Background: an optimization exercise with open tools, aiming at small area, a short achievable clock period and few clock cycles. Do not read the settings as production practice. At most, simulation tests tie the RTL to the original design; equivalence was not proved.

==> 04-20 <==
// spc
module spc (
    input  wire        clk,
    input  wire        rst,         
    input  wire        h_req,       
    input  wire        h_we,        
    input  wire        h_wide,      
    input  wire [14:0] h_addr,      
    input  wire [31:0] h_wdata,
    output reg         h_ack,       
    output reg         h_err,       
    output reg  [31:0] h_rdata      
);
    localparam PAY_SIZE = 32;
    localparam TX_SIZE  = 50;
    localparam RX_SIZE  = 50;
    localparam FS_IDLE     = 3'd0;
    localparam FS_DECODED  = 3'd5;
    localparam FS_REJECTED = 3'd6;
    localparam E_TREAD   = 4'd2;
    localparam E_HEX     = 4'd3;
    localparam E_VERSION = 4'd4;
    localparam E_LENCHK  = 4'd5;
    localparam E_FCS     = 4'd6;
    localparam E_TOOBIG  = 4'd7;
    function is_hex(input [7:0] c);
        is_hex = (c >= 8'h30 && c <= 8'h39) ||
                 (c >= 8'h41 && c <= 8'h46) ||
                 (c >= 8'h61 && c <= 8'h66);
    endfunction
    function [3:0] hex_val(input [7:0] c);
        if (c >= 8'h30 && c <= 8'h39)      hex_val = c[3:0];
        else if (c >= 8'h41 && c <= 8'h46) hex_val = c[3:0] + 4'd9;
        else if (c >= 8'h61 && c <= 8'h66) hex_val = c[3:0] + 4'd9;
        else                               hex_val = 4'd0;
    endfunction
    function [7:0] hex_char(input [3:0] n);
        if (n <= 4'd9) hex_char = 8'h30 + {4'd0, n};
        else           hex_char = 8'h37 + {4'd0, n};
    endfunction
    function [15:0] lchk(input [11:0] len);
        reg [5:0] s;
        begin
            s = {2'b0, len[11:8]} + {2'b0, len[7:4]} + {2'b0, len[3:0]};
            lchk = {(4'd0 - s[3:0]), 12'd0};
        end
    endfunction
    function [15:0] lfield(input [11:0] len);
        lfield = lchk(len) | {4'd0, len};
    endfunction
  ...
==> flow/config.mk <==
export PLATFORM = sky130hd
export DESIGN_NAME = spc
export DESIGN_NICKNAME = spc
export VERILOG_FILES = /design/flow/design.v
export SDC_FILE = /design/flow/constraint.sdc
export NUM_CORES = 4
export LEC_CHECK = 0
export ABC_AREA = 1
export CAP_MARGIN = 20
export CORE_MARGIN = 2
export CORE_UTILIZATION = 65
export SETUP_SLACK_MARGIN = 5
export SLEW_MARGIN = 20
==> flow/constraint.sdc <==
create_clock -name core_clock -period 10.0 [get_ports {clk}]
set_input_delay 2.0000 -clock core_clock [delete_from_list [all_inputs] [get_ports {clk}]]
set_output_delay 2.0000 -clock core_clock [all_outputs]
set_load 0.01 [all_outputs]
run.sh (not shown) runs the stock make flow with config.mk's settings and CLKGATE_MAP_FILE= SYNTH_SCRIPT=/design/flow/synth_recipe.tcl, a recipe that flattens the netlist after the stock synthesis.
==> 06-13: changes against 04-20 <==
--- a/flow/design.v
+++ b/flow/design.v
@@ -63,30 +63,25 @@
     reg [2:0]  fstate;
     reg [3:0]  ferr;
     reg        cinv;
     reg        txvalid;
     reg        cmderr;
     reg [7:0]  paybuf [0:PAY_SIZE-1];
-    reg [7:0]  txbuf  [13:44];           
-    reg [4:0]  tx_hi  [45:48];
+    reg [7:0]  txbuf  [13:TX_SIZE-1];    
     reg [7:0]  rxbuf  [0:RX_SIZE-1];
     reg [7:0]  tx_addr;
     reg [7:0]  tx_func;
     reg [5:0]  tx_p;
     wire [15:0] tx_lf   = lfield({6'd0, tx_p});
     wire [15:0] tx_flen = txvalid ? {10'd0, tx_p} + 16'd18 : 16'd0;
     wire nn = (fstate == FS_DECODED) && (rsp_hdr[31:24] != 8'h00);
     wire [31:0] status = {20'd0, ferr, cmderr, txvalid, nn, cinv, fstate, 1'b0};
     reg        bbusy;         
-    reg        b_h;           
-    reg        b_p;           
-    reg        b_f;           
     reg [5:0]  bidx;
     reg [5:0]  bpcnt;         
     reg [4:0]  bpidx;         
-    reg [7:0]  pay_q;         
     reg [2:0]  bfcnt;         
     reg [15:0] bacc;          
     reg [5:0]  sp;
     reg        s_soibad;      
     reg        s_hbad;        
     reg        s_vbad;        
@@ -95,18 +90,12 @@
     reg [15:0] s_nacc;        
     reg        s_pbad;        
     reg [15:0] s_fcs;         
     reg [6:0]  s_pcnt;        
     reg [2:0]  s_fcnt;        
     reg        pbusy;         
-    reg        pwarm;         
-    reg [7:0]  rx_q;
-    reg        pf_valid;
-    reg [14:0] pf_addr;
-    reg [7:0]  pf_data;
-    reg        pf_miss;       
     wire in_regs = (h_addr[14:12] == 3'd0) && (h_addr[11:0] <= 12'h030) &&
                    (h_addr[1:0] == 2'b00);
     wire in_bufs = (h_addr[14:12] >= 3'd1) && (h_addr[14:12] <= 3'd5);
     wire bus_err = in_regs ? !h_wide : (in_bufs ? h_wide : 1'b1);
     wire [3:0]  reg_idx = h_addr[5:2];
     wire is_pay = (h_addr[14:12] == 3'd1);
@@ -116,48 +105,36 @@
     wire tx_in  = is_tx  && (h_addr[12:6] == 7'd0) && (h_addr[5:0] < TX_SIZE);
     wire rx_in  = is_rx  && (h_addr[12:6] == 7'd0) && (h_addr[5:0] < RX_SIZE);
     wire [7:0] op = h_wdata[7:0];
     wire       op_refused = (op == 8'h0E) || (op == 8'h0F) || (op >= 8'h12);
     wire       cmd_wr   = h_we && !bus_err && in_regs && (reg_idx == 4'd0);
     wire       parse_wr = cmd_wr && (op == 8'h11);
-    wire       buf_rd   = !h_we && !h_wide && in_bufs;
-    wire       pf_hit   = pf_valid && (h_addr == pf_addr);
     wire [11:0] s_len   = s_hdr[11:0];
     wire        s_vinv  = s_soibad || s_hbad;
     wire        s_lbad  = (s_lsum != 4'd0);
     wire        s_lbig  = (s_len > 12'd32);
     wire        s_tread = (s_len != 12'd0) &&
                           (s_lbig || (rxlen < {10'd0, s_len[5:0]} + 16'd18));
     wire        h_fail  = s_vbad || s_vinv || s_lbad || s_tread;
     wire        s_hdone = (sp >= 6'd13);
     wire        s_done  = s_hdone && (s_pcnt == 7'd0) && (s_fcnt == 3'd0);
     wire        p_short = (rxlen < 16'd18);
     wire        p_ready = p_short || (s_hdone && (h_fail || s_done));
-    wire stall_b = bbusy && (cmd_wr || (is_pay && h_we));
+    wire stall_b = bbusy && (cmd_wr || is_pay ||
+                             (is_tx && (h_addr[12:0] >= {7'd0, bidx})));
     wire stall_p = parse_wr && !p_ready;
-    wire stall_r = buf_rd && !pf_hit;
-    wire stall   = stall_b || stall_p || stall_r;
+    wire stall   = stall_b || stall_p;
     wire go      = h_req && !stall;
     wire wr_go   = go && h_we && !bus_err;
-    wire [14:0] pf_next = {pf_addr[14:6], pf_addr[5:0] + 6'd1};
-    wire [14:0] tgt     = pf_miss ? h_addr : pf_next;
-    wire t_is_pay = (tgt[14:12] == 3'd1);
-    wire t_is_tx  = (tgt[14:13] == 2'b01);
-    wire t_is_rx  = (tgt[14:13] == 2'b10);
-    wire t_pay_in = t_is_pay && (tgt[11:5] == 7'd0);
-    wire t_tx_in  = t_is_tx  && (tgt[12:6] == 7'd0) && (tgt[5:0] < TX_SIZE);
-    wire t_rx_in  = t_is_rx  && (tgt[12:6] == 7'd0) && (tgt[5:0] < RX_SIZE);
-    wire pf_ok    = !(bbusy && t_is_pay) &&
-                    !(bbusy && t_is_tx && (tgt[12:0] >= {7'd0, bidx}));
-    wire [4:0] pay_ra  = bbusy ? (b_p ? bpidx + 5'd1 : bpidx) : tgt[4:0];
+    wire [4:0] pay_ra  = bbusy ? bpidx : h_addr[4:0];
     wire [7:0] pay_rd  = paybuf[pay_ra];
-    wire [5:0] rx_ra   = pbusy ? (pwarm ? sp + 6'd1 : sp) : tgt[5:0];
+    wire [5:0] rx_ra   = pbusy ? sp : h_addr[5:0];
     wire [7:0] rx_rd   = rxbuf[rx_ra];
     reg [7:0] tx_rd;
     always @(*) begin
-        case (tgt[5:0])
+        case (h_addr[5:0])
             6'd0:  tx_rd = 8'h7E;
             6'd1:  tx_rd = 8'h32;
             6'd2:  tx_rd = 8'h30;
             6'd3:  tx_rd = hex_char(tx_addr[7:4]);
             6'd4:  tx_rd = hex_char(tx_addr[3:0]);
             6'd5:  tx_rd = 8'h34;
@@ -165,16 +142,13 @@
             6'd7:  tx_rd = hex_char(tx_func[7:4]);
             6'd8:  tx_rd = hex_char(tx_func[3:0]);
             6'd9:  tx_rd = hex_char(tx_lf[15:12]);
             6'd10: tx_rd = hex_char(tx_lf[11:8]);
             6'd11: tx_rd = hex_char(tx_lf[7:4]);
             6'd12: tx_rd = hex_char(tx_lf[3:0]);
-            6'd45, 6'd46, 6'd47, 6'd48:
-                   tx_rd = tx_hi[tgt[5:0]][4] ? 8'h0D : hex_char(tx_hi[tgt[5:0]][3:0]);
-            6'd49: tx_rd = 8'h0D;
-            default: tx_rd = (tgt[5:0] <= 6'd44) ? txbuf[tgt[5:0]] : 8'h00;
+            default: tx_rd = (h_addr[5:0] < TX_SIZE) ? txbuf[h_addr[5:0]] : 8'h00;
         endcase
     end
     reg [31:0] reg_rdata;
     always @(*) begin
         case (reg_idx)
             4'd1:    reg_rdata = status;
@@ -192,21 +166,24 @@
             default: reg_rdata = 32'd0;
         endcase
     end
     reg [7:0] buf_rdata;
     always @(*) begin
         buf_rdata = 8'd0;
-        if (t_pay_in)     buf_rdata = pay_rd;
-        else if (t_tx_in) buf_rdata = tx_rd;
-        else if (t_rx_in) buf_rdata = rx_rd;
+        if (pay_in)     buf_rdata = pay_rd;
+        else if (tx_in) buf_rdata = tx_rd;
+        else if (rx_in) buf_rdata = rx_rd;
     end
     always @(*) begin
         h_ack   = go;
         h_err   = bus_err;
-        h_rdata = (h_addr[14:12] == 3'd0) ? reg_rdata : {24'd0, pf_data};
+        h_rdata = in_regs ? reg_rdata : {24'd0, buf_rdata};
     end
+    wire        b_h = (bidx <= 6'd12);
+    wire        b_p = !b_h && (bpcnt != 6'd0);
+    wire        b_f = !b_h && (bpcnt == 6'd0) && (bfcnt != 3'd0);
     reg  [3:0]  b_nib;
     always @(*) begin
         case (bidx[3:0])
             4'd1:    b_nib = 4'h2;
             4'd2:    b_nib = 4'h0;
             4'd3:    b_nib = tx_addr[7:4];
@@ -219,86 +196,47 @@
             4'd10:   b_nib = tx_lf[11:8];
             4'd11:   b_nib = tx_lf[7:4];
             default: b_nib = tx_lf[3:0];
         endcase
     end
     wire [7:0]  b_byte = b_h ? hex_char(b_nib) :
-                         b_p ? pay_q :
+                         b_p ? pay_rd :
                          b_f ? hex_char(bacc[15:12]) : 8'h0D;
     wire        host_rx  = wr_go && rx_in;
     wire        host_seq = host_rx && ((h_addr[5:0] == sp) || (h_addr[5:0] == 6'd0));
-    wire        eng_step = pbusy && pwarm && !p_ready && (sp < RX_SIZE);
+    wire        eng_step = pbusy && !p_ready && (sp < RX_SIZE);
     wire        pr_en    = host_seq || eng_step;
     wire        pr_zero  = pbusy ? (sp == 6'd0) : (h_addr[5:0] == 6'd0);
     wire [5:0]  pr_next  = pr_zero ? 6'd1 : sp + 6'd1;
-    wire [7:0]  pr_byte  = pbusy ? rx_q : h_wdata[7:0];
+    wire [7:0]  pr_byte  = pbusy ? rx_rd : h_wdata[7:0];
     wire        pr_hex   = is_hex(pr_byte);
     wire [3:0]  pr_val   = hex_val(pr_byte);
     wire        r_h      = (sp <= 6'd12);
     wire        r_p      = !r_h && (s_pcnt != 7'd0);
     wire        r_f      = !r_h && (s_pcnt == 7'd0) && (s_fcnt != 3'd0);
     always @(posedge clk) begin
         if (wr_go && pay_in) paybuf[h_addr[4:0]] <= h_wdata[7:0];
         if (host_rx) rxbuf[h_addr[5:0]] <= h_wdata[7:0];
-        if (bbusy && !b_h && bidx <= 6'd44) txbuf[bidx] <= b_byte;
-        if (bbusy && bidx >= 6'd45 && bidx <= 6'd48) tx_hi[bidx] <= {!b_f, bacc[15:12]};
-    end
-    always @(posedge clk) begin
-        if (rst) begin
-            pf_valid <= 1'b0;
-            pf_miss  <= 1'b0;
-        end else if (h_req && buf_rd) begin
-            pf_miss <= !pf_miss && !pf_hit;
-            if (pf_miss || pf_hit) begin
-                pf_addr  <= tgt;
-                pf_data  <= buf_rdata;
-                pf_valid <= pf_ok;
-            end
-        end else if (wr_go && cmd_wr && op == 8'h10 && req_plen <= PAY_SIZE) begin
-            pf_addr  <= 15'h2000;
-            pf_data  <= 8'h7E;
-            pf_valid <= 1'b1;
-            pf_miss  <= 1'b0;
-        end else begin
-            pf_miss  <= 1'b0;
-            if (wr_go && (in_bufs || cmd_wr)) pf_valid <= 1'b0;
-        end
-    end
-    always @(posedge clk) begin
-        if (bbusy) pay_q <= pay_rd;
-        if (pbusy) rx_q <= rx_rd;
+        if (bbusy && !b_h) txbuf[bidx] <= b_byte;
     end
     always @(posedge clk) begin
         if (bbusy) begin
             bidx <= bidx + 6'd1;
             if (b_h) begin
                 bacc <= bacc - {8'd0, b_byte};
-                if (bidx == 6'd12) begin
-                    b_h <= 1'b0;
-                    if (bpcnt != 6'd0) b_p <= 1'b1;
-                    else               b_f <= 1'b1;
-                end
             end else if (b_p) begin
                 bacc  <= bacc - {8'd0, b_byte};
                 bpcnt <= bpcnt - 6'd1;
                 bpidx <= bpidx + 5'd1;
-                if (bpcnt == 6'd1) begin
-                    b_p <= 1'b0;
-                    b_f <= 1'b1;
-                end
             end else if (b_f) begin
                 bacc  <= {bacc[11:0], 4'd0};
                 bfcnt <= bfcnt - 3'd1;
-                if (bfcnt == 3'd1) b_f <= 1'b0;
             end
             if ((!b_h && !b_p && !b_f) || bidx >= 6'd49) bbusy <= 1'b0;
         end else if (wr_go && cmd_wr && op == 8'h10 && req_plen <= PAY_SIZE) begin
             bbusy   <= 1'b1;
-            b_h     <= 1'b1;
-            b_p     <= 1'b0;
-            b_f     <= 1'b0;
             bidx    <= 6'd1;
             bpcnt   <= req_plen[5:0];
             bpidx   <= 5'd0;
             bfcnt   <= 3'd4;
             bacc    <= 16'd0;
             tx_addr <= req_addr;
@@ -307,16 +245,14 @@
         end
     end
     always @(posedge clk) begin
         if (rst) begin
             sp    <= 6'd0;
             pbusy <= 1'b0;
-            pwarm <= 1'b0;
         end else begin
             pbusy <= stall_p && h_req;
-            pwarm <= pbusy && stall_p && h_req;
             if (pr_en) begin
                 sp <= pr_next;
                 if (pr_zero) begin
                     s_soibad <= (pr_byte != 8'h7E);
                     s_hbad   <= 1'b0;
                     s_nacc   <= 16'd0;
==> flow/config.mk (replaced) <==
export PLATFORM = sky130hd
export DESIGN_NAME = spc
export DESIGN_NICKNAME = spc
export VERILOG_FILES = /design/flow/design.v
export SDC_FILE = /design/flow/constraint.sdc
export NUM_CORES = 4
export LEC_CHECK = 0
export ABC_CLOCK_PERIOD_IN_PS = 6000
export CAP_MARGIN = 20
export CORE_MARGIN = 2
export CORE_UTILIZATION = 40
export SETUP_SLACK_MARGIN = 3
export SLEW_MARGIN = 20
==> run notes <==
- Of 04-20 and 06-13, 04-20 has the higher cell area (gap 2.8%, measured against 06-13).
- Between 04-20 and 06-13, the lower synthesized cell count is in 06-13 (gap 30%, measured against 06-13).
- In 04-20 the sequential cell count is higher than in 06-13, by 25.
- Worst setup slack: 06-13 is worse than 04-20 (1300 ps).
Testbench counts of 04-20, summed over its fixed seeds: cycles 33,029.
Function not checked in 06-13: the RTL went through the layout flow alone.

[afterwards: timing with drivers on the ports]
Ports are ideal in the flow. The routed layouts listed here were re-timed in OpenROAD.
Step 1 sets driving cells, clkbuf_16 on the clock port and buf_2 on the other inputs (assumed; they add their load-dependent delay and slew).
Step 2 times the ports against the registers' clock, not the clock port: input delays grow and output delays shrink by t, the midpoint of the rising clock arrivals with the driver on.
Slacks: no drivers / after step 1 / after step 2; pairs: no drivers / after step 1.
run | t (ns) | slack for setup (ns) | cell pins on the clock port's net
04-20 | 0.855 | 4.293 / 4.122 / 4.122 | 1
06-13 | 0.851 | 2.987 / 2.680 / 2.242 | 1
After both steps setup and hold are still met in every run listed. For 06-13, which loses most, drivers alone change the setup slack by -0.307 ns; drivers and shift together by -0.745 ns.
